This is an optimization exercise on Yosys and OpenROAD, whose aim is small area, a short achievable clock period and few clock cycles, not a production implementation.
RTL that was checked went through simulation tests only; none was proved equivalent to the original.
No activity file was given, so power comes from the tool's default toggle rates.

## lufft_rx
module lufft_rx (
    input  wire        clk,
    input  wire        rst,
    input  wire        start,
    input  wire [2:0]  mode,
    input  wire [15:0] len,
    input  wire [7:0]  ecmd,
    input  wire [7:0]  ever,
    output wire        idle,
    input  wire        in_valid,
    input  wire [7:0]  in_data,
    output wire        in_ready,
    output wire        pay_valid,
    output wire [7:0]  pay_data,
    output reg         ent_valid,
    output wire [63:0] ent_value,
    output wire        ent_recog,
    output wire [1:0]  ent_kind,
    output reg         done,
    output reg  [7:0]  res_err,
    output wire [7:0]  res_len,
    output wire [63:0] res_value,
    output wire        res_recog,
    output wire [1:0]  res_kind
);
    function [15:0] crc_step(input [15:0] c, input [7:0] b);
        integer i;
        reg [15:0] r;
        reg [7:0]  d;
        begin
            r = c;
            d = b;
            for (i = 0; i < 8; i = i + 1) begin
                if (r[0] ^ d[0]) r = (r >> 1) ^ 16'h8408;
                else             r = r >> 1;
                d = d >> 1;
            end
            crc_step = r;
        end
    endfunction
    reg        idle_r;        
    reg        rdy;           
    reg        first;         
    reg        rep;           
    reg [2:0]  md;
    reg [7:0]  x_cmd, x_ver;
    reg        ill, nod, lerr;
    reg [15:0] rem;           
    reg [7:0]  iq;            
    reg        iv;
    reg        f0q;           
    reg [2:0]  hidx;          
    reg [39:0] hb;            
    reg [2:0]  dd;            
    reg        pre;           
    reg [3:0]  fpos;          
    reg [15:0] crc;
    reg        clo, chi;      
    reg [2:0]  ecode;         
    reg [7:0]  plen;          
    reg        pshort;        
    reg [8:0]  mk;            
    reg        pwin;          
    reg [3:0]  ej;            
    reg        ine, ebeg;     
    reg [7:0]  erem;          
    reg [7:0]  m_left;        
    reg        sgn;
    reg        recog;
    reg [1:0]  kind;
    reg [63:0] val;
    wire act  = ~idle_r;
    wire acc  = start & idle_r;
    wire xfer = in_valid & rdy & act;
    wire rem1 = (rem == 16'd1);
    wire done_d = act & ((xfer & rem1) | (first & (ill | nod)));
  ...
Size in the first run: about 240 flip-flops.
make LEC_CHECK=0 CAP_MARGIN=20 CORE_MARGIN=2 CORE_UTILIZATION=60 SETUP_SLACK_MARGIN=5 SLEW_MARGIN=20 finish   # period 8.5 ns
run.sh (not shown) runs the stock make flow with config.mk's settings and CLKGATE_MAP_FILE= SYNTH_SCRIPT=/design/flow/synth_recipe.tcl, a recipe that flattens the netlist after the stock synthesis.
The baseline completed with no timing, DRC or antenna violations.
Testbench counts at the start, summed over its fixed seeds: cycles 15,909.
Edit:
==> flow/flow/run.sh (new file) <==
#!/bin/bash
# The standard ORFS flow, with the smallest buffer (buf_1) on the ports
# instead of the one buffer_ports picks by default.
set -euo pipefail
bash standard.sh BUFFER_PORTS_ARGS="-buffer_cell sky130_fd_sc_hd__buf_1" finish > standard.log 2>&1
==> flow/standard.sh (new file) <==
#!/bin/bash
# synth_recipe.tcl (not shown) runs the flow's synth.tcl, then flattens the netlist and writes it again
# the make line also repeats each setting of config.mk as NAME=value (left out here)
make -C /OpenROAD-flow-scripts/flow DESIGN_CONFIG=/design/flow/config.mk WORK_HOME=/design/flow/orfs CLKGATE_MAP_FILE= SYNTH_SCRIPT=/design/flow/synth_recipe.tcl "${@:-finish}"
removed: flow/run.sh
Result:
- The new run finished clean
- wire length came out lower by 2.2%
- via count is lower by 2.1%
- fmax grows by 3.8%
- total power goes down by 2.0%
- first-iteration DRC count went down by 11%
- die area stays the same
- combinational power fell by 7.3%


lufft_rx, a different RTL version from the one above (not shown whole).
Size: ~180 flip-flops, roughly 210 I/O pins, about 11000 um^2 of cells after synthesis.
export LEC_CHECK = 0
export CAP_MARGIN = 20
export CORE_MARGIN = 2
export CORE_UTILIZATION = 60
export CTS_BUF_LIST = sky130_fd_sc_hd__clkbuf_8 sky130_fd_sc_hd__clkbuf_16
export CTS_CLUSTER_DIAMETER = 150
export CTS_CLUSTER_SIZE = 40
export SETUP_SLACK_MARGIN = 5
export SLEW_MARGIN = 20
create_clock -name core_clock -period 8.5 [get_ports {clk}]
standard.sh (not shown) runs the stock make flow with config.mk's settings and CLKGATE_MAP_FILE= SYNTH_SCRIPT=/design/flow/synth_recipe.tcl, a recipe that flattens the netlist after the stock synthesis.
==> flow/flow/run.sh <==
#!/bin/bash
# Layout flow: the standard ORFS flow (standard.sh, standard synthesis
# unchanged) with two changes to how the layout is made:
#  - buffer_ports puts the smallest buffer (buf_1) on every input and output
#    port instead of the delay-cell buffer it picks by default;
#  - timing repair aims at 5.5 ns of setup slack at the design's period.
# The SDC, clock period and I/O constraints are the standard flow's, unchanged.
# make's full output goes to standard.log; ORFS keeps each step's log under
# orfs/logs.
set -euo pipefail
bash standard.sh BUFFER_PORTS_ARGS="-buffer_cell sky130_fd_sc_hd__buf_1" SETUP_SLACK_MARGIN=5.5 finish > standard.log 2>&1
Testbench counts at the start, summed over its fixed seeds: cycles 15,909.
Change:
CORE_UTILIZATION = 70   (was 60)
CTS_BUF_LIST = sky130_fd_sc_hd__clkbuf_8   (was sky130_fd_sc_hd__clkbuf_8 sky130_fd_sc_hd__clkbuf_16)
CTS_CLUSTER_DIAMETER = 80   (was 150)
CTS_CLUSTER_SIZE = 24   (was 40)
- The new run ran to the end with no violations
- design area drops by 0.32%
- worst hold slack gains 0.018 ns
- area after synthesis stays the same
- power drops by 3.2%
- global-route usage climbs by 4.3 points
- wire length stays flat
- clock skew climbs by 0.0059 ns
- core utilization climbs by 11 points
- via count climbs by 2.6%


run a:
Another version of the RTL of lufft_rx (not shown whole).
For scale: roughly 1200 cells after synthesis, about 240 flip-flops, ~210 I/O pins, roughly 13000 µm² of cells after synthesis.
Settings: LEC_CHECK=0, CAP_MARGIN=20, CORE_MARGIN=2, CORE_UTILIZATION=60, SETUP_SLACK_MARGIN=5, SLEW_MARGIN=20; clock period 8.5 ns.
==> flow/flow/run.sh <==
#!/bin/bash
# The standard ORFS flow, with the smallest buffer (buf_1) on the ports
# instead of the one buffer_ports picks by default.
set -euo pipefail
bash standard.sh BUFFER_PORTS_ARGS="-buffer_cell sky130_fd_sc_hd__buf_1" finish > standard.log 2>&1
What run b does differently from run a at the input level:
==> flow/flow/run.sh <==
#!/bin/bash
set -euo pipefail
bash standard.sh BUFFER_PORTS_ARGS="-buffer_cell sky130_fd_sc_hd__buf_1" SETUP_SLACK_MARGIN=5.8 finish > standard.log 2>&1
Notes after the runs:
The lower minimum clock period came out of run b.
The run showing the greater wire length of the first global-routing pass is run b.
Number of cells upsized or downsized after cts ended up 90 higher on run b than on run a.
Of the two values seen for most common cell after layout, fill and taps aside, sky130_fd_sc_hd__buf_1 was produced by run a and sky130_fd_sc_hd__edfxtp_1 by run b.
Function was not checked in any run of this note: the RTL went through the layout flow alone.

==> separate check: timing with driven ports <==
Ports are ideal in the flow. The routed layouts listed here were re-timed in OpenROAD. Step 1: set_driving_cell puts a clkbuf_16 on clk and a buf_2 on each other input, an assumption about the parent block. Step 2 adds t to the input delays and takes it off the output delays; t is the mean of the earliest and latest rising clock arrival at the registers after step 1. Input paths then give back, and output paths get back, about the clock's delay inside the block. Three values: ideal, step 1, step 2; two values: the first two.
| run | t, ns | setup WS [ns] | worst hold slack (ns) | worst data-port slew with drivers (ns) | pins driven straight from the clock port |
|---|---|---|---|---|---|
| the first run of note 1 | 0.581 | 5.031 / 4.985 / 4.846 | 0.418 / 0.418 / 0.418 | 0.05 | 1 |
| the second run of note 1 | 0.575 | 5.157 / 5.157 / 5.100 | 0.416 / 0.416 / 0.416 | 0.04 | 1 |
| the first run of note 2 | 0.483 | 5.564 / 5.518 / 5.216 | 0.471 / 0.471 / 0.471 | 0.03 | 1 |
| the second run of note 2 | 0.525 | 5.517 / 5.475 / 5.180 | 0.489 / 0.489 / 0.489 | 0.04 | 1 |
| run a | 0.581 | 4.880 / 4.886 / 4.304 | 0.413 / 0.413 / 0.413 | 0.06 | 1 |
| run b | 0.570 | 4.931 / 4.941 / 4.372 | 0.413 / 0.413 / 0.413 | 0.05 | 1 |
After both steps setup and hold are still met in every run listed. The setup slack of run a, which loses most, moves by +0.006 ns with the drivers and by -0.576 ns with both steps.
